This design comes from an exercise in tuning for a short achievable clock period and few clock cycles per item on the open sky130 flow, not from production work.
In this exercise RTL edits were held to simulation tests only and were not proved equivalent to the original.
Power is estimated from default activity; no workload was simulated.

File: flow/config.mk
export PLATFORM = sky130hd
export DESIGN_NAME = rpc_frame_rx
export DESIGN_NICKNAME = rpc_frame_rx
export VERILOG_FILES = /design/flow/design.v
export SDC_FILE = /design/flow/constraint.sdc
export NUM_CORES = 4
export LEC_CHECK = 0
export ABC_CLOCK_PERIOD_IN_PS = 2000
export CAP_MARGIN = 20
export CORE_MARGIN = 2
export CORE_UTILIZATION = 50
export CTS_CLUSTER_DIAMETER = 100
export CTS_CLUSTER_SIZE = 25
export SETUP_SLACK_MARGIN = 4.5
export SLEW_MARGIN = 20
File: flow/constraint.sdc
create_clock -name core_clock -period 7.0 [get_ports {clk}]
set_input_delay 1.4000 -clock core_clock [delete_from_list [all_inputs] [get_ports {clk}]]
set_output_delay 1.4000 -clock core_clock [all_outputs]
set_load 0.01 [all_outputs]
File: flow/run.sh
#!/bin/bash
# synth_recipe.tcl (not shown) runs the flow's synth.tcl, then flattens the netlist and writes it again
# the make line also repeats each setting of config.mk as NAME=value (left out here)
make -C /OpenROAD-flow-scripts/flow DESIGN_CONFIG=/design/flow/config.mk WORK_HOME=/design/flow/orfs CLKGATE_MAP_FILE= SYNTH_SCRIPT=/design/flow/synth_recipe.tcl finish
File: flow/design.v
module rpc_frame_rx (
    input  wire       clk,
    input  wire       rst,
    input  wire       in_valid,
    output wire       in_ready,
    input  wire [7:0] in_data,
    output wire       out_valid,
    input  wire       out_ready,
    output wire [1:0] out_kind,
    output wire [7:0] out_data,
    output wire       out_last
);
    localparam [7:0] QUOTE  = 8'h22;
    localparam [7:0] HS     = 8'h04;
    localparam [7:0] RBRACE = 8'h7d;
    localparam [1:0] K_MSG = 2'd0, K_HS = 2'd1, K_CRC = 2'd2, K_OVR = 2'd3;
    localparam integer AW    = 9;             
    localparam integer NROW  = 17;            
    localparam integer SIZE  = NROW * 16;     
    localparam integer MARG  = 8;             
    localparam integer QD    = 8;             
    localparam integer FD    = 7;             
    function [AW-1:0] inc;
        input [AW-1:0] p;
        inc = (p == SIZE - 1) ? {AW{1'b0}} : p + 1'b1;
    endfunction
    reg        in_rdy_r;
    reg        v1;
    reg [7:0]  d1;
    always @(posedge clk) begin
        v1 <= in_valid & in_rdy_r & ~rst;
        d1 <= in_data;
    end
    assign in_ready = in_rdy_r;
    reg [AW-1:0] wp;                  
    reg [AW-1:0] span_start;          
    reg [8:0]    len;                 
    reg [1:0]    q;                   
    reg [7:0]    fb;                  
    reg [31:0]   crc;                 
    reg [7:0]    brace_len;           
    reg [31:0]   brace_crc;           
    reg [3:0]    meta_cnt;            
    reg          meta_hex;            
    reg [31:0]   meta_val;            
    wire is_quote = (d1 == QUOTE);
    wire delim    = v1 & is_quote & (q == 2'd2);
    wire oversize = v1 & ~(is_quote & (q == 2'd2)) & len[8];
    wire close    = delim | oversize;
    reg [31:0] crc_next;
    integer i;
    always @(*) begin
        crc_next = crc ^ {24'd0, d1};
        for (i = 0; i < 8; i = i + 1)
            crc_next = crc_next[0] ? ((crc_next >> 1) ^ 32'hEDB88320) : (crc_next >> 1);
    end
    reg       hex_ok;
    reg [3:0] hex_nib;
    always @(*) begin
        hex_ok  = 1'b1;
        hex_nib = 4'd0;
        if (d1 >= 8'h30 && d1 <= 8'h39)      hex_nib = d1[3:0];
        else if (d1 >= 8'h61 && d1 <= 8'h66) hex_nib = d1[3:0] + 4'd9;
        else if (d1 >= 8'h41 && d1 <= 8'h46) hex_nib = d1[3:0] + 4'd9;
        else                                 hex_ok  = 1'b0;
    end
    reg          s2_v;
    reg          s2_ovr;
    reg          s2_empty;
    reg          s2_hs;
    reg          s2_nobr;
    reg          s2_chk;
    reg [AW-1:0] s2_start;
    reg [7:0]    s2_m;
    always @(posedge clk) begin
        if (rst) begin
            wp         <= {AW{1'b0}};
            span_start <= {AW{1'b0}};
            len        <= 9'd0;
            q          <= 2'd0;
            crc        <= 32'hFFFFFFFF;
            brace_len  <= 8'd0;
            meta_cnt   <= 4'd8;
            meta_hex   <= 1'b0;
            s2_v       <= 1'b0;
        end else begin
            s2_v <= close;
            if (v1) begin
                wp <= inc(wp);
                if (len == 9'd0) fb <= d1;
                if (close) begin
                    span_start <= inc(wp);
                    len        <= 9'd0;
                    q          <= 2'd0;
                    crc        <= 32'hFFFFFFFF;
                    brace_len  <= 8'd0;
                    meta_cnt   <= 4'd8;
                end else begin
                    len <= len + 9'd1;
                    q   <= is_quote ? q + 2'd1 : 2'd0;
                    crc <= crc_next;
                    if (d1 == RBRACE) begin
                        brace_len <= len[7:0] + 8'd1;
                        brace_crc <= crc_next;
                        meta_cnt  <= 4'd0;
                        meta_hex  <= 1'b1;
                        meta_val  <= 32'd0;
                    end else if (meta_cnt != 4'd8) begin
                        meta_cnt <= meta_cnt + 4'd1;
                        meta_val <= {meta_val[27:0], hex_nib};
                        if (!hex_ok) meta_hex <= 1'b0;
                    end
                end
            end
        end
        if (close) begin
            s2_ovr   <= oversize;
            s2_empty <= (len == 9'd2);
            s2_hs    <= (len == 9'd3) && (fb == HS);
            s2_nobr  <= (brace_len == 8'd0);
            s2_chk   <= (meta_cnt == 4'd8) && meta_hex;
            s2_start <= span_start;
            s2_m     <= brace_len;
        end
    end
    reg [NROW-1:0] w_row;
    reg [15:0]     w_col;
    reg [SIZE-1:0] w_en;              
    wire [NROW-1:0] w_row_nx = (v1 && w_col[15]) ? {w_row[NROW-2:0], w_row[NROW-1]} : w_row;
    wire [15:0]     w_col_nx = v1 ? {w_col[14:0], w_col[15]} : w_col;
    wire            w_acc    = in_valid & in_rdy_r & ~rst;
    integer e;
    always @(posedge clk) begin
        for (e = 0; e < SIZE; e = e + 1)
            w_en[e] <= w_acc & w_row_nx[e/16] & w_col_nx[e%16];
        if (rst) begin
            w_row <= {{(NROW-1){1'b0}}, 1'b1};
            w_col <= 16'd1;
        end else if (v1) begin
            w_col <= {w_col[14:0], w_col[15]};
            if (w_col[15]) w_row <= {w_row[NROW-2:0], w_row[NROW-1]};
        end
    end
    wire [8*SIZE-1:0] mflat;
    genvar g;
    generate
        for (g = 0; g < SIZE; g = g + 1) begin : g_mem
            reg [7:0] b;
            always @(posedge clk) if (w_en[g]) b <= d1;
            assign mflat[8*g +: 8] = b;
        end
    endgenerate
    wire       s2_crc_bad = s2_chk && ((brace_crc ^ 32'hFFFFFFFF) != meta_val);
    reg        s2_push;
    reg [1:0]  s2_kind;
    always @(*) begin
        s2_push = s2_v;
        s2_kind = K_MSG;
        if (s2_ovr)          s2_kind = K_OVR;
        else if (s2_empty)   s2_push = 1'b0;
        else if (s2_hs)      s2_kind = K_HS;
        else if (s2_nobr)    s2_push = 1'b0;
        else if (s2_crc_bad) s2_kind = K_CRC;
    end
    reg [QD-1:0] rq_v;
    reg [1:0]    rq_k [0:QD-1];
    reg [AW-1:0] rq_s [0:QD-1];
    reg [7:0]    rq_m [0:QD-1];
    wire         rq_pop;
    wire [QD-1:0] rq_vn = {1'b0, rq_v[QD-1:1]};      
    wire [QD-1:0] rq_vp = {rq_v[QD-2:0], 1'b1};      
    integer j;
    always @(posedge clk) begin
        if (rst) begin
            rq_v <= {QD{1'b0}};
        end else begin
            for (j = 0; j < QD; j = j + 1) begin
                if (rq_pop) begin
                    if (rq_vn[j]) begin
                        rq_v[j] <= 1'b1;
                        rq_k[j] <= rq_k[(j+1)%QD];
                        rq_s[j] <= rq_s[(j+1)%QD];
                        rq_m[j] <= rq_m[(j+1)%QD];
                    end else begin
                        rq_v[j] <= s2_push && rq_v[j];
                        rq_k[j] <= s2_kind;
                        rq_s[j] <= s2_start;
                        rq_m[j] <= s2_m;
                    end
                end else if (!rq_v[j] && rq_vp[j]) begin
                    rq_v[j] <= s2_push;
                    rq_k[j] <= s2_kind;
                    rq_s[j] <= s2_start;
                    rq_m[j] <= s2_m;
                end
            end
        end
    end
    reg [2:0]    cr;                  
    reg          busy;                
    reg [AW-1:0] rp;                  
    reg [7:0]    rem;                 
    reg          credit;              
    wire         issue  = credit && (busy || rq_v[0]);
    assign       rq_pop = credit && !busy && rq_v[0];
    wire [AW-1:0] iss_addr = busy ? rp : rq_s[0];
    wire [1:0]    iss_kind = busy ? K_MSG : rq_k[0];
    wire          iss_last = busy ? (rem == 8'd1) : (rq_m[0] == 8'd1);
    reg            ra_v;
    reg  [1:0]     ra_k;
    reg            ra_l;
    reg  [4*NROW-1:0] ra_sel;         
    reg  [1:0]     ra_lo;
    reg            rb_v;
    reg  [1:0]     rb_k;
    reg            rb_l;
    reg  [127:0]   rb_quad;           
    reg  [1:0]     rb_lo;
    reg            rb2_v;
    reg  [1:0]     rb2_k;
    reg            rb2_l;
    reg  [31:0]    rb2_word;
    reg  [1:0]     rb2_lo;
    integer r;
    reg [127:0] quadv;
    always @(*) begin
        quadv = 128'd0;
        for (r = 0; r < 4 * NROW; r = r + 1)
            quadv[32*(r/NROW) +: 32] = quadv[32*(r/NROW) +: 32] | ({32{ra_sel[r]}} & mflat[32*r +: 32]);
    end
    always @(posedge clk) begin
        if (rst) begin
            busy <= 1'b0;
            ra_v <= 1'b0;
            rb_v <= 1'b0;
            rb2_v <= 1'b0;
        end else begin
            if (issue) begin
                if (busy) begin
                    rp   <= inc(rp);
                    rem  <= rem - 8'd1;
                    if (rem == 8'd1) busy <= 1'b0;
                end else if (rq_k[0] == K_MSG) begin
                    rp   <= inc(rq_s[0]);
                    rem  <= rq_m[0] - 8'd1;
                    busy <= (rq_m[0] != 8'd1);
                end
            end
            ra_v <= issue;
            rb_v <= ra_v;
            rb2_v <= rb_v;
        end
        ra_k   <= iss_kind;
        ra_l   <= iss_last;
        ra_lo  <= iss_addr[1:0];
        for (r = 0; r < 4 * NROW; r = r + 1)
            ra_sel[r] <= (iss_addr[AW-1:2] == r);
        rb_k   <= ra_k;
        rb_l   <= ra_l;
        rb_lo  <= ra_lo;
        rb_quad <= quadv;
        rb2_k   <= rb_k;
        rb2_l   <= rb_l;
        rb2_lo  <= rb_lo;
        rb2_word <= rb_quad[31:0] | rb_quad[63:32] | rb_quad[95:64] | rb_quad[127:96];
    end
    wire [7:0] rb_byte = rb2_word[8*rb2_lo +: 8];
    reg          rc_v;
    reg [10:0]   rc_e;                
    always @(posedge clk) begin
        rc_v <= rb2_v & ~rst;
        rc_e <= {rb2_k, rb2_l, rb_byte};
    end
    localparam integer FN = 8;
    reg [10:0]   of_e [0:FN-1];
    reg [FN-1:0] of_wp;
    reg [FN-1:0] of_rp;
    reg [3:0]    of_n;
    reg          o_v;
    reg [10:0]   o_e;
    wire         of_pop = o_v & out_ready;
    reg [10:0]   at0, at1;            
    integer f;
    always @(*) begin
        at0 = 11'd0;
        at1 = 11'd0;
        for (f = 0; f < FN; f = f + 1) begin
            at0 = at0 | ({11{of_rp[f]}} & of_e[f]);
            at1 = at1 | ({11{of_rp[(f+FN-1)%FN]}} & of_e[f]);
        end
    end
    wire [10:0]  head0  = (of_n == 4'd0) ? rc_e : at0;
    wire [10:0]  head1  = (of_n == 4'd1) ? rc_e : at1;
    wire         hv0    = (of_n != 4'd0) | rc_v;
    wire         hv1    = (of_n[3:1] != 3'd0) | rc_v;
    wire [2:0]   cr_nx  = cr + {2'd0, issue} - {2'd0, of_pop};
    always @(posedge clk) begin
        for (f = 0; f < FN; f = f + 1)
            if (rc_v && of_wp[f]) of_e[f] <= rc_e;
        o_e <= of_pop ? head1 : head0;
        if (rst) begin
            of_wp  <= {{(FN-1){1'b0}}, 1'b1};
            of_rp  <= {{(FN-1){1'b0}}, 1'b1};
            of_n   <= 4'd0;
            o_v    <= 1'b0;
            cr     <= 3'd0;
            credit <= 1'b1;
        end else begin
            if (rc_v)   of_wp <= {of_wp[FN-2:0], of_wp[FN-1]};
            if (of_pop) of_rp <= {of_rp[FN-2:0], of_rp[FN-1]};
            of_n   <= of_n + {3'd0, rc_v} - {3'd0, of_pop};
            o_v    <= of_pop ? hv1 : hv0;
            cr     <= cr_nx;
            credit <= (cr_nx < FD);
        end
    end
    assign out_valid = o_v;
    assign out_kind  = o_e[10:9];
    assign out_last  = o_e[8];
    assign out_data  = o_e[7:0];
    reg [AW-1:0] tail;
    reg [AW-1:0] occ;
    reg [AW:0]   occ_d;               
    always @(posedge clk) begin
        if (rst)           tail <= {AW{1'b0}};
        else if (busy)          tail <= rp;
        else if (rq_v[0])  tail <= rq_s[0];
        else if (s2_v)     tail <= s2_start;
        else               tail <= span_start;
        occ_d <= {1'b0, wp} - {1'b0, tail};
        if (rst)              occ <= {AW{1'b0}};
        else if (!occ_d[AW])  occ <= occ_d[AW-1:0];
        else                  occ <= occ_d[AW-1:0] + SIZE;
        if (rst) in_rdy_r <= 1'b0;
        else     in_rdy_r <= (occ < SIZE - MARG) && !rq_v[QD-3];
    end
endmodule
==> results.py, run 1 <==
metrics = {
    "logic_synthesis": {
        "synth_area_per_cell_um2": 16.67,
        "synth_top_area_share": 0.6768,
        "yosysSeqAreaShare": 0.8044,
        "synth_area_leaders": "edfxtp_1 68%, dfxtp_1 13%, a22oi_1 5.3%, nor2_1 2.1%, mux2_2 1.2%",
        "synth_largest_area_cell": "edfxtp_1",
        "netlist_area_mm2": 0.1121,
        "ys_warn_count": 5,
        "postSynthCellCount": 6727,
        "ys_async_sr_fraction": 0,
        "synth-edff-count": 2527,
        "yosys.cell_types.count": 68,
        "syn_nets": 6775,
        "ys_seq_elements": 3242,
        "ys.flop_type": "edfxtp_1",
    },
    "layout": {
        "layout-drive-gt1-share": 0.08759,
        "regArea_mm2": 0.09028,
        "area_delta_synth_final_pct": 8.425,
        "final_nets": 6779,
        "multi_input_area_mm2": 0.02111,
        "instances_no_fill": 9828,
        "fillers": 17671,
    },
    "sta": {
        "period_minus_slack_ns": 2.803,
        "worst_slew_pin_slew_ns": 1.178,
        "hold_violations": 0,
        "min_period_over_period": 0.4004,
        "maxSlewHeadroom": 0.2135,
        "rsz0062_at_grt": "true",
        "tns_ns": 0,
        "finalSetupViolCount": 0,
        "max_freq_mhz": 356.7,
        "fin_skew_ns": 0.05867,
        "final_max_slew_viol_count": 0,
    },
    "cts": {
        "cts_buffers": 148,
        "clk_latency_ns": 0.87,
        "cts_tree": "done",
        "cts.sinks": 3242,
        "htree_levels": 4,
        "clockRootBuffer": "clkbuf_16",
        "clockBufferDepth": 3,
        "path_clk_slew_ns": 0.10,
    },
    "setup_path": {
        "endpoint_kind": "primary output",
        "cp_max_fo": 1,
        "slowest_delay_ns": 0.41,
        "path_class": "register to primary output",
        "crit_required_ns": 5.60,
        "cp_slowest_cell": "dfxtp_4",
        "crit_chain": "buf_6",
        "crit_buf_inv": 1,
        "crit_family": "flip-flops",
        "worst_ep_arrival_time_ns": 1.40,
        "setup.worst_path.start_class": "register",
    },
    "status": {
        "run_status": "finished clean",
    },
    "power": {
        "peakVddDrop_v": 0.0002702,
        "switching_share": 0.2106,
        "clkPwrFrac": 0.309,
        "p_int_mw": 25.39,
        "switchingPower_mw": 6.773,
        "comb_power_share": 0.037,
        "seqPwrFrac": 0.654,
        "p_leak_nw": 38.56,
        "power_per_cell_area_mw_per_mm2": 264.5,
    },
    "placed_design": {
        "hpwl_um": 173200,
        "dp_cells": 9500,
        "port_buffers": 24,
        "gp_congestion": 0.8733,
    },
    "drt": {
        "drtAntennaViolNets": 0,
        "drc": 0,
        "avgRoutedWirePerCell_um": 30.51,
        "drt_iter0_drc": 8817,
        "viasPerCell": 6.245,
        "drtPass1Iterations": 6,
        "wl_um": 299800,
        "vias": 61372,
    },
    "floorplan": {
        "die_w_um": 477.6,
        "io_pins": 25,
        "start_util": 0.5039,
        "die_y_um": 477.6,
        "die_area_mm2": 0.2281,
        "core_area_mm2": 0.2225,
        "placementRows": 173,
    },
    "run": {
        "max_cap_viol_count": 0,
    },
    "worst_hold_path": {
        "hold_class": "register to register",
    },
    "global_routing": {
        "overflow": 0,
        "antenna_found_initial": 24,
        "grt_use_total": 0.2581,
        "grt_pass1_vias": 58448,
        "grt_start_max_net_pins": 205,
        "grt_pass1_wl_um": 427000,
    },
}
cell usage in the layout (no fill, tap or decap), types with 48 or more instances in the layout:
cell type	netlist	routed
a21oi_1	103	94
a221oi_1	128	128
a222oi_1	128	128
a22o_1	74	74
a22oi_1	797	797
and3_1	51	51
buf_4	0	135
clkbuf_1	309	105
clkbuf_16	0	150
dfxtp_1	715	690
edfxtp_1	2527	2527
inv_1	51	48
mux2_2	123	123
nand2_1	281	261
nand3_1	148	146
nand4_1	102	102
nor2_1	619	614
o21ai_0	57	54
xnor2_1	77	74
xor2_1	73	71
flip-flops by register name (all words and copies together), names as in the netlist, 16 cells and up:
| register | flops |
|---|---|
| brace_crc | 32 |
| rq_m | 64 |
| rq_k | 16 |
| g_mem.b | 2176 |
| of_e | 88 |
| rb_quad | 128 |
| w_en | 272 |
| ra_sel | 68 |
| w_col | 16 |
| w_row | 17 |
| rq_s | 72 |
| meta_val | 32 |
| crc | 32 |
| rb2_word | 32 |
power groups by stage:
| stage | Clock (mW) | Sequential (mW) | Combinational [mW] |
|---|---|---|---|
| floorplan | 0 | 21.4 | 0.566 |
| global placement | 0 | 21.5 | 1.05 |
| detailed placement | 0 | 21.5 | 1.07 |
| CTS | 10.1 | 21.0 | 1.16 |
| global route | 10.7 | 21.0 | 1.30 |
| finish | 9.93 | 21.0 | 1.20 |
layer usage:
| layer | up-vias | share of wire | global-route usage | wire, um |
|---|---|---|---|---|
| met2 | 2783 | 0.46 | 0.4015 | 139000 |
| met3 | 351 | 0.085 | 0.03818 | 25580 |
| li1 | 26316 | - | - | - |
| met4 | 4 | 0.024 | 0.06422 | 7140 |
| met5 | - | 0.000077 | 0 | 23 |
| met1 | 31918 | 0.43 | 0.3847 | 128100 |
logic make-up (layout without fill, tap and decap cells):
group                      Yosys count  count (layout)  synth area share
DFF                               3242            3242            0.8044
AOI/OAI and AO/OA                 1373            1373           0.09357
and+or+nand+nor                   1362            1366           0.05473
buffers and inverters              395             514           0.01326
xor gates and xnor gates           160             160           0.01342
muxes                              159             159           0.01646
adders and majority gates           36              36          0.004151
other                                0               3                 0
cell usage after synthesis (all sizes together), types with 36 or more instances:
cell    number
nor2       619
clkbuf     309
nor2b       46
inv         52
a22oi      797
nand4      102
xnor2       83
nand3      148
dfxtp      715
a22o        74
o21ai       58
and3        51
nand2      281
or4         36
edfxtp    2527
a221oi     128
a21oi      103
mux2       123
xor2        76
a222oi     128
stage by stage:
stage | worst slack (ns) | power [mW] | utilization | hold WS (ns) | cell area, um2
final | 4.197 | 32.16 | 0.5464 | 0.3319 | 121600
after global placement | 2.526 | 22.51 | 0.5215 | 0.3138 | 116100
after detailed placement | 2.550 | 22.53 | 0.5219 | 0.3132 | 116100
after global routing | 4.159 | 33.05 | 0.5463 | 0.3503 | 121600
after CTS | 4.152 | 32.28 | 0.5443 | 0.3392 | 121100
after floorplan | 3.566 | 21.99 | - | 0.3096 | 112300
path summary, 6_finish.rpt:
kind	startpoint	endpoint	slack (ns)	cells after the start
worst max-delay path	o_e[10]$_DFF_P_	out_kind[1]	4.20	1
worst max register to register	rq_v[0]$_SDFF_PP0_	credit$_SDFF_PP1_	4.36	8
worst min-delay path	ra_lo[1]$_DFF_P_	rb_lo[1]$_DFF_P_	0.33	0
worst min register to register	ra_lo[1]$_DFF_P_	rb_lo[1]$_DFF_P_	0.33	0
worst reg2reg max path, cell delays in order (launching register included):
cell     delay, ns
dfxtp_2       0.60
o21ai_1       0.30
ha_1          0.38
inv_1         0.04
ha_1          0.19
fa_1          0.49
nor2b_1       0.18
nand2_1       0.07
or2_2         0.27
area by class of cell:
class,instances,area share
multi-input cells,3094,0.1736
well taps,2975,0.03062
clock inverters,14,0.001451
inverters,52,0.001667
diodes,3,0.00006175
clock buffers,255,0.03395
repair buffers,193,0.01604
flip-flops and latches,3242,0.7426
timing repair:
action | CTS | global route
resized for setup | 153 | 33
gates cloned | 4 | 1
buffers inserted | 27 | 22
hold buffers | 0 | 0
endpoints found under the setup margin | 1517 | 584
pin swaps | 5 | 6
Testbench counts, summed over its fixed seeds: cycles 198,141, bytes 196,798.
==> run 2, diff against run 1 <==
--- a/flow/config.mk
+++ b/flow/config.mk
@@ -9,5 +9,5 @@
 export CAP_MARGIN = 20
 export CORE_MARGIN = 2
-export CORE_UTILIZATION = 50
+export CORE_UTILIZATION = 70
 export CTS_CLUSTER_DIAMETER = 100
 export CTS_CLUSTER_SIZE = 25
==> run 2 against run 1 <==
Against the previous run: still clean; flip-flop and latch count is the same; setup slack gained 0.087 ns; critical path depth is the same; non-clock buffer count shrank 24; core utilization grew 21 points; power shrank 0.56%; fmax grew 3.2%; global-route usage grew 9.1 points; sequential power is essentially flat; largest cell class unchanged; largest power group unchanged.
==> results.py, run 2 <==
metrics = {
    "logic_synthesis": {
        "ys_warn_count": 5,
        "synth-edff-count": 2527,
        "yosysSeqAreaShare": 0.8044,
        "postSynthCellCount": 6727,
        "netlist_area_mm2": 0.1121,
        "ys_seq_elements": 3242,
        "synth_top_area_share": 0.6768,
        "synth_area_per_cell_um2": 16.67,
        "synth_largest_area_cell": "edfxtp_1",
        "ys_async_sr_fraction": 0,
        "synth.most_common_cell": "edfxtp_1",
        "syn_nets": 6775,
        "yosys.cell_types.count": 68,
        "synthTopCellsByCount": "2527 x edfxtp_1, 797 x a22oi_1, 715 x dfxtp_1, 619 x nor2_1, 309 x clkbuf_1",
        "synth_area_leaders": "edfxtp_1 68%, dfxtp_1 13%, a22oi_1 5.3%, nor2_1 2.1%, mux2_2 1.2%",
        "ys.flop_type": "edfxtp_1",
    },
    "cts": {
        "path_clk_slew_ns": 0.10,
        "clockRootBuffer": "clkbuf_16",
        "clk_latency_ns": 0.82,
        "cts_tree": "done",
        "cts_buffers": 147,
        "htree_levels": 4,
        "cts.sinks": 3242,
        "ctsHoldBuffers": 0,
        "clockBufferDepth": 3,
    },
    "sta": {
        "maxSlewHeadroom": 0.1751,
        "worst_hold_slack_ns": 0.3317,
        "rsz0062_at_grt": "true",
        "fin_skew_ns": 0.02988,
        "worst_slew_pin_slew_ns": 1.235,
        "max_freq_mhz": 368.2,
        "final_max_slew_viol_count": 0,
        "hold_violations": 0,
        "min_period_over_period": 0.3880,
        "finalSetupViolCount": 0,
        "period_minus_slack_ns": 2.716,
        "setup_slack_ns": 4.284,
        "tns_ns": 0,
    },
    "setup_path": {
        "cp_slowest_cell": "dfxtp_4",
        "crit_family": "flip-flops",
        "crit_chain": "buf_6",
        "path_class": "register to primary output",
        "endpoint_kind": "primary output",
        "cp_max_fo": 1,
        "crit_buf_inv": 1,
        "worst_ep_arrival_time_ns": 1.32,
        "setup.worst_path.start_class": "register",
        "crit_required_ns": 5.60,
        "slowest_delay_ns": 0.38,
    },
    "layout": {
        "fillers": 9334,
        "finalInstanceArea_mm2": 0.1202,
        "largest_register_ff_count": 2176,
        "reg.largest.list": "g_mem.b x2176, w_en x272, rb_quad x128",
        "final_core_util": 0.7569,
        "layout_common_cells": "2527 x edfxtp_1, 797 x a22oi_1, 682 x dfxtp_1",
        "layout-drive-gt1-share": 0.08389,
        "instances_no_fill": 8908,
        "layout.cells.most_common": "edfxtp_1",
        "area_delta_synth_final_pct": 7.164,
        "top_register": "g_mem.b",
        "final_nets": 6754,
    },
    "drt": {
        "drt_iter0_drc": 9149,
        "wl_um": 286200,
        "vias": 62076,
        "avgRoutedWirePerCell_um": 32.13,
        "drtPass1Iterations": 9,
        "drtAntennaViolNets": 0,
        "viasPerCell": 6.969,
        "drc": 0,
    },
    "floorplan": {
        "die_w_um": 404.2,
        "die_y_um": 404.2,
        "placementRows": 146,
        "core_area_mm2": 0.1587,
        "start_util": 0.7063,
        "die_area_mm2": 0.1634,
        "io_pins": 25,
    },
    "power": {
        "peakVddDrop_v": 0.0002897,
        "power_per_cell_area_mw_per_mm2": 266.2,
        "p_leak_nw": 38.43,
        "power_mw": 31.98,
    },
    "placed_design": {
        "port_buffers": 24,
        "post_dp_cell_area_mm2": 0.1150,
        "dp_cells": 8592,
        "gp_congestion": 0.9020,
        "detailedPlace.worstSlack_ns": 3.064,
        "hpwl_um": 168200,
    },
    "global_routing": {
        "grt_pass1_vias": 59146,
        "grt_start_max_net_pins": 129,
        "grt_use_total": 0.3488,
        "grt_pass1_wl_um": 408000,
        "overflow": 0,
        "antenna_found_initial": 15,
    },
    "status": {
        "run_status": "finished clean",
    },
    "run": {
        "max_cap_viol_count": 0,
    },
    "worst_hold_path": {
        "hold_class": "register to register",
    },
}
-- run 2: layer usage --
| metal | track usage | vias up | wire length (um) |
|---|---|---|---|
| li1 | - | 26255 | - |
| met1 | 0.4800 | 31563 | 104600 |
| met2 | 0.5683 | 3704 | 139300 |
| met3 | 0.06604 | 534 | 30820 |
| met4 | 0.1212 | 20 | 11400 |
| met5 | 0 | - | 124 |
-- run 2: where the power goes --
part	internal, mW	total, mW	switching (mW)
clock	4.17	9.81	5.64
sequential	20.8	21.0	0.162
combinational	0.433	1.18	0.752
-- run 2: layout make-up --
| class | instances | area [um2] | area share |
|---|---|---|---|
| well taps | 2072 | 2592 | 0.02158 |
| flip-flops and latches | 3242 | 90270 | 0.7512 |
| clock buffers | 262 | 4217 | 0.03509 |
| diodes | 6 | 15.01 | 0.0001250 |
| clock inverters | 11 | 130.1 | 0.001083 |
| repair buffers | 169 | 1699 | 0.01414 |
| inverters | 52 | 203.9 | 0.001697 |
| multi-input cells | 3094 | 21040 | 0.1751 |
-- run 2: worst reg2reg max path, stage by stage (launching register included) --
cell      delay (ns)
edfxtp_1        0.55
inv_1           0.16
o32ai_1         0.97
nand2_1         0.48
nor2_1          0.21
-- run 2: logic make-up (layout without fill, tap and decap cells) --
group / Yosys count / in the layout / synth area share
flops: 3242 / 3242 / 0.8044
compound gates: 1373 / 1373 / 0.09357
simple gates: 1362 / 1366 / 0.05473
buf+inv: 395 / 494 / 0.01326
xor+xnor: 160 / 160 / 0.01342
mux: 159 / 159 / 0.01646
fa+ha+maj: 36 / 36 / 0.004151
other cells: 0 / 6 / 0
-- run 2: repair_timing --
action,4_1_cts,5_1_grt
setup endpoints to repair,934,432
resized for setup,141,16
setup buffers,23,7
gates cloned,5,1
pin swaps,8,3
-- run 2: worst paths after layout --
kind | startpoint | end | slack, ns | cells past startpoint
worst max-delay path | o_e[9]$_DFF_P_ | out_kind[0] | 4.28 | 1
worst min-delay path | rb_lo[1]$_DFF_P_ | rb2_lo[1]$_DFF_P_ | 0.33 | 0
worst max register to register | rq_s[0][3]$_DFFE_PP_ | ra_sel[38]$_DFF_P_ | 4.54 | 4
worst min register to register | rb_lo[1]$_DFF_P_ | rb2_lo[1]$_DFF_P_ | 0.33 | 0
==> run 3, diff against run 2 <==
--- a/flow/config.mk
+++ b/flow/config.mk
@@ -9,5 +9,5 @@
 export CAP_MARGIN = 20
 export CORE_MARGIN = 2
-export CORE_UTILIZATION = 70
+export CORE_UTILIZATION = 75
 export CTS_CLUSTER_DIAMETER = 100
 export CTS_CLUSTER_SIZE = 25
==> run 3 against run 2 <==
Against the previous run: via count is 1.9% higher; area after synthesis did not move; die area shrank 6.6%; combinational power hardly changed; core utilization rose by 5.4 points; clock-buffer cell count did not move; clock skew fell by 0.0069 ns; wire length decreased by 0.48%; largest power group unchanged; highest routed layer unchanged; flip-flop and latch count unchanged; sequential share of layout area rose by 0.057 points.
==> results.py, run 3 <==
metrics = {
    "status": {
        "run_status": "finished clean",
    },
    "sta": {
        "maxSlewHeadroom": 0.2342,
        "fin_skew_ns": 0.02301,
        "finalSetupViolCount": 0,
        "worst_slew_pin_slew_ns": 1.125,
        "rsz0062_at_grt": "true",
        "max_freq_mhz": 369.9,
        "tns_ns": 0,
        "hold_violations": 0,
        "period_minus_slack_ns": 2.703,
        "final_max_slew_viol_count": 0,
        "min_period_over_period": 0.3862,
    },
    "power": {
        "peakVddDrop_v": 0.0003246,
        "p_leak_nw": 38.42,
        "comb_power_share": 0.037,
        "power_mw": 31.90,
        "p_int_mw": 25.45,
        "clkPwrFrac": 0.306,
        "seqPwrFrac": 0.657,
        "switching_share": 0.2022,
        "power_per_cell_area_mw_per_mm2": 265.7,
        "switchingPower_mw": 6.449,
    },
    "placed_design": {
        "hpwl_um": 166000,
        "gp_congestion": 0.8961,
        "port_buffers": 24,
    },
    "layout": {
        "largest_register_ff_count": 2176,
        "final_nets": 6766,
        "layout_common_cells": "2527 x edfxtp_1, 797 x a22oi_1, 686 x dfxtp_1",
        "layout-drive-gt1-share": 0.08588,
        "final_core_util": 0.8111,
        "top_register": "g_mem.b",
        "layout.cells.most_common": "edfxtp_1",
        "reg.largest.list": "g_mem.b x2176, w_en x272, rb_quad x128",
        "area_delta_synth_final_pct": 7.074,
    },
    "setup_path": {
        "crit_cells": 1,
        "crit_buf_inv": 1,
        "worst_ep_arrival_time_ns": 1.30,
        "crit_chain": "buf_6",
        "r2r_cells": 10,
        "slowest_delay_ns": 0.38,
        "path_class": "register to primary output",
        "crit_family": "flip-flops",
        "cp_max_fo": 2,
        "cp_slowest_cell": "dfxtp_4",
        "setup.worst_path.start_class": "register",
        "crit_required_ns": 5.60,
        "r2r-start": "busy$_SDFFE_PP0P_",
        "endpoint_kind": "primary output",
        "cp-startpoint": "in_rdy_r$_SDFF_PP0_",
    },
    "logic_synthesis": {
        "synth.most_common_cell": "edfxtp_1",
        "synth_area_per_cell_um2": 16.67,
        "synth_top_area_share": 0.6768,
        "yosysSeqAreaShare": 0.8044,
        "syn_nets": 6775,
        "ys_seq_elements": 3242,
        "synthMuxAreaShare": 0.01646,
        "synth_compound_area_frac": 0.09357,
        "synth_largest_area_cell": "edfxtp_1",
        "synth_area_leaders": "edfxtp_1 68%, dfxtp_1 13%, a22oi_1 5.3%, nor2_1 2.1%, mux2_2 1.2%",
        "postSynthCellCount": 6727,
        "netlist_area_mm2": 0.1121,
        "yosys.cell_types.count": 68,
        "ys.flop_type": "edfxtp_1",
        "ys_warn_count": 5,
        "synth-edff-count": 2527,
        "synth_xor_area_frac": 0.01342,
        "synthTopCellsByCount": "2527 x edfxtp_1, 797 x a22oi_1, 715 x dfxtp_1, 619 x nor2_1, 309 x clkbuf_1",
        "synthSimpleGateAreaFrac": 0.05473,
        "synth_top_family_by_area": "compound AO/OA/AOI/OAI gates",
        "synth_adder_area_share": 0.004151,
        "ys_async_sr_fraction": 0,
    },
    "worst_hold_path": {
        "min-delay-start": "rb2_l$_DFF_P_",
        "hold_path_depth": 0,
        "hold_class": "register to register",
    },
    "cts": {
        "path_clk_slew_ns": 0.09,
        "cts.sinks": 3242,
        "clk_latency_ns": 0.81,
        "htree_levels": 4,
        "ctsHoldBuffers": 0,
        "clockBufferDepth": 3,
        "clockRootBuffer": "clkbuf_16",
        "cts_tree": "done",
        "cts_buffers": 147,
    },
    "drt": {
        "drtPass1Iterations": 8,
        "viasPerCell": 7.210,
        "avgRoutedWirePerCell_um": 32.47,
        "drt_iter0_drc": 9980,
        "vias": 63252,
        "drc": 0,
        "drtAntennaViolNets": 0,
        "wl_um": 284900,
    },
    "global_routing": {
        "grt_pass1_wl_um": 407800,
        "grt_start_max_net_pins": 178,
        "grt_use_total": 0.3734,
        "grt_pass1_vias": 60309,
        "antenna_found_initial": 10,
        "overflow": 0,
    },
    "floorplan": {
        "io_pins": 25,
        "die_y_um": 390.7,
        "start_util": 0.7575,
        "die_area_mm2": 0.1526,
        "placementRows": 141,
        "die_w_um": 390.7,
        "core_area_mm2": 0.1480,
    },
    "run": {
        "max_cap_viol_count": 0,
    },
}
-- run 3: cell counts after synthesis --
No cell type changed its count.
-- run 3: area by class of cell --
class,count,area (um2)
flip-flops and latches,3242,90260
fillers,7509,27960
multi-input cells,3094,21050
clock buffers,262,4280
well taps,1930,2415
repair buffers,180,1789
inverters,52,205.2
clock inverters,4,35.03
diodes,8,20.02
repair inverters,1,5.005
-- run 3: layer usage --
layer,GRT usage,share of wire,up-vias,wire (um)
met1,0.5307,0.35,31643,100900
li1,-,-,26282,-
met4,0.1495,0.048,10,13750
met5,0,0.00016,-,47
met2,0.5849,0.47,4652,133400
met3,0.07041,0.13,665,36830
-- run 3: what timing repair did --
| action | CTS | global route |
|---|---|---|
| setup buffers | 24 | 16 |
| cloned | 6 | 2 |
| pin swaps | 9 | 4 |
| endpoints found under the setup margin | 1295 | 672 |
| gates resized for setup | 132 | 37 |
-- run 3: worst register-to-register path: cells and delay by family (launching register included) --
kind / cells / cell delay (ns)
and+or+nand+nor: 3 / 0.50
AOI/OAI and AO/OA: 1 / 0.19
adders and majority gates: 3 / 0.98
buffers and inverters: 3 / 0.51
DFF: 1 / 0.36
-- run 3: metrics by stage --
stage | hold WS [ns] | setup WS, ns | instance area [um2] | std cells
finish | 0.3334 | 4.297 | 120100 | 8773
global route | 0.3382 | 4.255 | 120000 | 8766
CTS | 0.3319 | 4.238 | 119700 | 8747
detailed placement | 0.3121 | 2.091 | 114800 | 8451
global placement | 0.3104 | 2.086 | 114800 | 8449
floorplan | 0.3096 | 3.566 | 112300 | 6727
-- run 3: worst paths after layout --
check / slack (ns) / end
worst max-delay path: 4.30 / in_ready
worst min-delay path: 0.33 / rc_e[8]$_DFF_P_
worst max register to register: 4.34 / credit$_SDFF_PP1_
worst min register to register: 0.33 / rc_e[8]$_DFF_P_
-- run 3: cell families (layout without fill, tap and decap cells) --
| family | count (synthesis) | after routing |
|---|---|---|
| buffers and inverters | 395 | 499 |
| AOI/OAI and AO/OA | 1373 | 1373 |
| xor gates and xnor gates | 160 | 160 |
| muxes | 159 | 159 |
| DFF | 3242 | 3242 |
| and+or+nand+nor | 1362 | 1366 |
| other | 0 | 8 |
| adders and majority gates | 36 | 36 |
-- run 3: power by group through the flow --
stage | sequential [mW] | combinational [mW] | clock, mW
floorplan | 21.4 | 0.566 | 0
global placement | 21.4 | 1.03 | 0
detailed placement | 21.4 | 1.06 | 0
CTS | 21.0 | 1.12 | 9.76
global route | 21.0 | 1.26 | 10.4
finish | 21.0 | 1.18 | 9.75
==> run 4, diff against run 3 <==
--- a/flow/config.mk
+++ b/flow/config.mk
@@ -9,7 +9,8 @@
 export CAP_MARGIN = 20
 export CORE_MARGIN = 2
-export CORE_UTILIZATION = 75
+export CORE_UTILIZATION = 60
 export CTS_CLUSTER_DIAMETER = 100
 export CTS_CLUSTER_SIZE = 25
+export PLACE_DENSITY = 0.72
 export SETUP_SLACK_MARGIN = 4.5
 export SLEW_MARGIN = 20
==> run 4 against run 3 <==
Against the previous run: still clean on timing, DRC and antenna; non-clock buffer count grew 13; synthesized cell count is the same; area after synthesis is the same; clock-buffer cell count grew 2; first-iteration DRC count shrank 1.1%; die area grew 25%; clock skew grew 0.012 ns; clock power grew 1%.
==> results.py, run 4 <==
metrics = {
    "status": {
        "run_status": "finished clean",
    },
    "power": {
        "p_leak_nw": 38.61,
        "comb_power_share": 0.038,
        "switching_share": 0.2066,
        "switchingPower_mw": 6.631,
        "seqPwrFrac": 0.655,
        "peakVddDrop_v": 0.0002284,
        "clkPwrFrac": 0.307,
        "power_per_cell_area_mw_per_mm2": 265.1,
        "p_int_mw": 25.46,
    },
    "layout": {
        "top_register": "g_mem.b",
        "finalInstanceArea_mm2": 0.1210,
        "layout.cells.most_common": "edfxtp_1",
        "largest_register_ff_count": 2176,
        "area_delta_synth_final_pct": 7.934,
        "multi_input_area_mm2": 0.02103,
        "layout-drive-gt1-share": 0.08867,
        "final_core_util": 0.6520,
        "regArea_mm2": 0.09029,
        "layout_common_cells": "2527 x edfxtp_1, 797 x a22oi_1, 680 x dfxtp_1",
        "fillers": 12276,
        "reg.largest.list": "g_mem.b x2176, w_en x272, rb_quad x128",
        "final_nets": 6779,
    },
    "logic_synthesis": {
        "synth_area_per_cell_um2": 16.67,
        "netlist_area_mm2": 0.1121,
        "ys.flop_type": "edfxtp_1",
        "synth_area_leaders": "edfxtp_1 68%, dfxtp_1 13%, a22oi_1 5.3%, nor2_1 2.1%, mux2_2 1.2%",
        "synth_top_area_share": 0.6768,
        "ys_async_sr_fraction": 0,
        "yosys.cell_types.count": 68,
        "syn_nets": 6775,
        "ys_seq_elements": 3242,
        "synth.most_common_cell": "edfxtp_1",
        "synth_largest_area_cell": "edfxtp_1",
        "synthTopCellsByCount": "2527 x edfxtp_1, 797 x a22oi_1, 715 x dfxtp_1, 619 x nor2_1, 309 x clkbuf_1",
        "postSynthCellCount": 6727,
        "yosysSeqAreaShare": 0.8044,
        "ys_warn_count": 5,
        "synth-edff-count": 2527,
    },
    "floorplan": {
        "placementRows": 158,
        "die_w_um": 436.3,
        "die_area_mm2": 0.1904,
        "core_area_mm2": 0.1856,
        "io_pins": 25,
        "die_y_um": 436.3,
        "start_util": 0.6040,
    },
    "setup_path": {
        "path_class": "register to primary output",
        "crit_family": "flip-flops",
        "slowest_delay_ns": 0.46,
        "worst_ep_arrival_time_ns": 1.43,
        "crit_buf_inv": 1,
        "endpoint_kind": "primary output",
        "cp_slowest_cell": "dfxtp_4",
        "setup.worst_path.start_class": "register",
        "cp_max_fo": 1,
        "crit_required_ns": 5.60,
        "crit_chain": "buf_6",
    },
    "cts": {
        "htree_levels": 4,
        "cts.sinks": 3242,
        "cts_buffers": 148,
        "cts_tree": "done",
        "path_clk_slew_ns": 0.09,
        "clockBufferDepth": 3,
        "clockRootBuffer": "clkbuf_16",
        "clk_latency_ns": 0.84,
        "ctsHoldBuffers": 0,
    },
    "global_routing": {
        "grt_pass1_vias": 59410,
        "grt_start_max_net_pins": 185,
        "overflow": 0,
        "grt_pass1_wl_um": 411000,
        "antenna_found_initial": 30,
        "grt_use_total": 0.2967,
    },
    "sta": {
        "min_period_over_period": 0.4041,
        "hold_violations": 0,
        "tns_ns": 0,
        "worst_slew_pin_slew_ns": 1.250,
        "rsz0062_at_grt": "true",
        "period_minus_slack_ns": 2.828,
        "fin_skew_ns": 0.03535,
        "max_freq_mhz": 353.6,
        "final_max_slew_viol_count": 0,
        "finalSetupViolCount": 0,
        "worst_hold_slack_ns": 0.3384,
        "maxSlewHeadroom": 0.1641,
    },
    "drt": {
        "drc": 0,
        "avgRoutedWirePerCell_um": 30.68,
        "wl_um": 286700,
        "drtPass1Iterations": 7,
        "drtAntennaViolNets": 0,
        "viasPerCell": 6.699,
        "vias": 62606,
        "drt_iter0_drc": 9874,
    },
    "worst_hold_path": {
        "hold_class": "register to register",
    },
    "placed_design": {
        "post_dp_cell_area_mm2": 0.1155,
        "gp_congestion": 0.9297,
        "port_buffers": 24,
        "hpwl_um": 168500,
    },
    "run": {
        "max_cap_viol_count": 0,
    },
}
[run 4: cell types whose count changed in the layout (fill, tap and decap cells not counted), sizes merged]
| cell | delta |
|---|---|
| diode | +1 |
| clkinv | +6 |
| buf | +15 |
| clkinvlp | -3 |
| inv | +4 |
| clkbuf | +1 |
| bufbuf | -1 |
[run 4: repair_timing]
action | in CTS | in global routing
cloned | 4 | 1
endpoints found under the setup margin | 977 | 630
pin swaps | 5 | 8
buffers inserted | 23 | 29
gates resized for setup | 159 | 26
[run 4: cell families (layout without fill, tap and decap cells)]
kind of cell	count (synthesis)	in the layout	share of synthesized area
compound gates	1373	1373	0.09357
other cells	0	9	0
simple gates	1362	1366	0.05473
buf+inv	395	521	0.01326
mux	159	159	0.01646
flops	3242	3242	0.8044
fa+ha+maj	36	36	0.004151
xor+xnor	160	160	0.01342
[run 4: power by group through the flow]
stage	registers (mW)	logic, mW	clock network (mW)
after floorplan	21.4	0.566	0
after global placement	21.5	1.04	0
after detailed placement	21.5	1.06	0
after CTS	21.0	1.15	9.93
after global routing	21.0	1.28	10.6
final	21.0	1.20	9.86
[run 4: stage by stage]
| stage | cells | worst slack [ns] | total power, mW |
|---|---|---|---|
| after floorplan | 6727 | 3.566 | 21.99 |
| after global placement | 8994 | 2.405 | 22.50 |
| after detailed placement | 9002 | 2.396 | 22.52 |
| after CTS | 9305 | 4.119 | 32.10 |
| after global routing | 9339 | 4.133 | 32.88 |
| final | 9346 | 4.172 | 32.09 |
[run 4: layer usage]
layer  track usage  vias to the layer above  share of wire
li1              -                    26322              -
met1        0.4238                    31759           0.38
met2        0.4605                     3969           0.46
met3       0.06226                      540           0.12
met4       0.09940                       16          0.037
met5             0                        -        0.00036
[run 4: final cells by class]
type,count,share of cell area
flip-flops and latches,3242,0.7460
multi-input cells,3094,0.1737
clock buffers,264,0.03490
well taps,2480,0.02564
repair buffers,193,0.01643
inverters,52,0.001696
clock inverters,12,0.001375
diodes,9,0.0001861
[run 4: final timing paths]
check	end	slack (ns)	cells after the start	startpoint
worst min register to register	rb2_k[1]$_DFF_P_	0.34	0	rb_k[1]$_DFF_P_
worst max-delay path	out_data[1]	4.17	1	o_e[1]$_DFF_P_
worst max register to register	ra_sel[38]$_DFF_P_	4.37	4	busy$_SDFFE_PP0P_
worst min-delay path	rb2_k[1]$_DFF_P_	0.34	0	rb_k[1]$_DFF_P_

afterwards: timing with drivers on the ports:
The flow's constraints put no driver on any port. The routed layouts listed below were extracted and timed again, unchanged, in two steps.
Step 1, drivers: a clkbuf_16 drives clk and a buf_2 each remaining input, both assumed.
Step 2 also shifts input and output timing later by t, the mid clock arrival at the registers, as if the neighbouring blocks saw the same clock.
Three values: ideal ports, drivers, drivers and shift; two values: the first two.
| run | t (ns) | slack for setup (ns) | worst setup path after step 2 | slew at the worst register clock pin (ns) | worst slew at a driven data input, ns |
|---|---|---|---|---|---|
| run 1 | 0.922 | 4.197 / 4.117 / 3.615 | input to register | 0.11 / 0.11 | 0.11 |
| run 2 | 0.881 | 4.284 / 4.205 / 3.644 | input to register | 0.11 / 0.11 | 0.06 |
| run 3 | 0.876 | 4.297 / 4.220 / 3.567 | input to register | 0.10 / 0.10 | 0.07 |
| run 4 | 0.920 | 4.172 / 4.074 / 3.650 | input to register | 0.11 / 0.11 | 0.29 |
After both steps setup and hold are still met in every run listed. For run 3, which loses most, drivers alone change the setup slack by -0.077 ns; drivers and shift together by -0.730 ns.
